This is an optimization exercise on Yosys and OpenROAD, whose aim is small area, a short achievable clock period and few clock cycles per item, not a production implementation.
Function was checked by simulation only, so behaviour that the tests miss may differ from the original.
Power is estimated from default activity; no workload was simulated.

== the baseline ==
// ina228_codec
module ina228_codec (
    input  wire        clk,
    input  wire        rst,           
    input  wire        in_valid,
    output wire        in_ready,
    input  wire [31:0] cmd,
    input  wire [39:0] wi,
    input  wire [79:0] vi,
    input  wire        xerr,
    input  wire [7:0]  xinfo,
    input  wire        ci_rst,
    input  wire        ci_rstacc,
    input  wire [7:0]  ci_convdly,
    input  wire        ci_tempcomp,
    input  wire        ci_adcrange,
    input  wire [3:0]  ci_mode,
    input  wire [2:0]  ci_vbusct,
    input  wire [2:0]  ci_vshct,
    input  wire [2:0]  ci_vtct,
    input  wire [2:0]  ci_avg,
    input  wire [14:0] ki_shunt_cal,
    input  wire [13:0] ki_tempco,
    input  wire [31:0] ki_cur_lsb,
    input  wire [31:0] ki_pwr_lsb,
    output wire        out_valid,
    output wire [39:0] wo,
    output wire [79:0] vo,
    output wire        co_rst,
    output wire        co_rstacc,
    output wire [7:0]  co_convdly,
    output wire        co_tempcomp,
    output wire        co_adcrange,
    output wire [3:0]  co_mode,
    output wire [2:0]  co_vbusct,
    output wire [2:0]  co_vshct,
    output wire [2:0]  co_vtct,
    output wire [2:0]  co_avg,
    output wire [14:0] fo,
    output wire        mo_cont,
    output wire        mo_temp,
    output wire        mo_shunt,
    output wire        mo_bus,
    output wire        mo_shutdown,
    output wire        do_valid,
    output wire [1:0]  do_rw,
    output wire [3:0]  do_nfields,
    output wire [5:0]  do_off,
    output wire [5:0]  do_width,
    output wire        do_sgn,
    output wire [3:0]  flt,
    output wire [7:0]  finfo
);
Settings: LEC_CHECK=0, ABC_AREA=1, CAP_MARGIN=20, CORE_MARGIN=2, CORE_UTILIZATION=50, CTS_BUF_LIST=sky130_fd_sc_hd__clkbuf_8, PLACE_DENSITY=0.65, SLEW_MARGIN=20; clock period 14.0 ns.
standard.sh (not shown) runs the stock make flow with config.mk's settings and CLKGATE_MAP_FILE= SYNTH_SCRIPT=/design/flow/synth_recipe.tcl, a recipe that flattens the netlist after the stock synthesis.
==> flow/flow/run.sh <==
#!/bin/bash
# The standard layout (standard.sh), with these changes to how it is made:
#  - timing repair aims for more setup slack than the clock period needs
#    (SETUP_SLACK_MARGIN, flow/margin.txt), so that it shortens the
#    critical paths; the constraints (constraint.sdc) are not changed;
#  - every port still gets a buffer from buffer_ports, but a plain buf_2
#    instead of the slower and larger cell it picks by default; the buffers
#    of the output ports and of a few lightly loaded inputs are then made
#    buf_1 (flow/ports.tcl).
# standard.sh's own output goes to standard.log; ORFS keeps each step's log
# under orfs/logs.
set -euo pipefail
MARGIN=$(cat flow/margin.txt)
bash standard.sh SETUP_SLACK_MARGIN="$MARGIN" \
    BUFFER_PORTS_ARGS="-buffer_cell sky130_fd_sc_hd__buf_2" \
    POST_GLOBAL_PLACE_TCL="$PWD/flow/ports.tcl" finish > standard.log 2>&1
==> flow/flow/margin.txt <==
9.3
==> flow/flow/ports.tcl <==
# After global placement: buffer_ports gave every port a buf_2. The buffers
# on the output ports drive only the port, and those on the calibration and
# configuration inputs, xinfo and vi[79:40] drive a few loads off the
# critical paths, so a buf_1 is enough for them.
set n 0
foreach bterm [[ord::get_db_block] getBTerms] {
  set name [$bterm getName]
  set io [$bterm getIoType]
  if { $io == "OUTPUT" } {
    set light 1
  } elseif { [regexp {^(ki_|ci_|xinfo)} $name] } {
    set light 1
  } elseif { [regexp {^vi\[([0-9]+)\]$} $name -> bit] && $bit >= 40 } {
    set light 1
  } else {
    set light 0
  }
  if { !$light } { continue }
  set net [$bterm getNet]
  if { $net == "NULL" } { continue }
  foreach iterm [$net getITerms] {
    set inst [$iterm getInst]
    if { [[$inst getMaster] getName] == "sky130_fd_sc_hd__buf_2" } {
      replace_cell [get_cells [$inst getName]] sky130_fd_sc_hd__buf_1
      incr n
    }
  }
}
puts "ports.tcl: $n port buffers made buf_1"
Testbench counts of the baseline, summed over its fixed seeds: cycles 28,121, items 24,000.
### the baseline -> the candidate
==> flow/flow/margin.txt <==
9.2
--- a/flow/config.mk
+++ b/flow/config.mk
@@ -12,3 +12,2 @@
 export CTS_BUF_LIST = sky130_fd_sc_hd__clkbuf_8
-export PLACE_DENSITY = 0.65
 export SLEW_MARGIN = 20
### Flow results
The core of the candidate is less densely filled than that of the baseline.
On the candidate: pin count of the biggest net entering global routing is about 13% lower than what the baseline gave.
Non-clock buffer count on the candidate is down relative to the baseline.
As of the candidate, met1 wire length had fallen by a few percent compared to the baseline.
Looking only at minimum clock period after layout, and setting everything else aside, the higher value of the candidate and the baseline goes to the candidate.
Comparing total power for the candidate and the baseline, the bigger number came from the baseline.

==> separate check: timing with driven ports <==
How much do the figures lean on ideal ports? The routed layouts below were timed once more, with nothing changed but the port constraints. Step 1, drivers: a clkbuf_16 drives clk and a buf_2 each remaining input, both assumed. Step 2 times the ports against the registers' clock, not the clock port: input delays grow and output delays shrink by t, the midpoint of the rising clock arrivals with the driver on. a / b / c = ideal / step 1 / step 2; a / b = the first two.
run	t (ns)	setup WS [ns]	clock arrival spread, ns	slew at the worst register clock pin (ns)
the baseline	0.857	9.218 / 9.219 / 8.414	0.056 / 0.056	0.07 / 0.07
the candidate	0.840	9.171 / 9.171 / 8.441	0.055 / 0.056	0.08 / 0.08
After both steps setup and hold are still met in every run listed. The setup slack of the baseline, which loses most, moves by +0.001 ns with the drivers and by -0.804 ns with both steps.
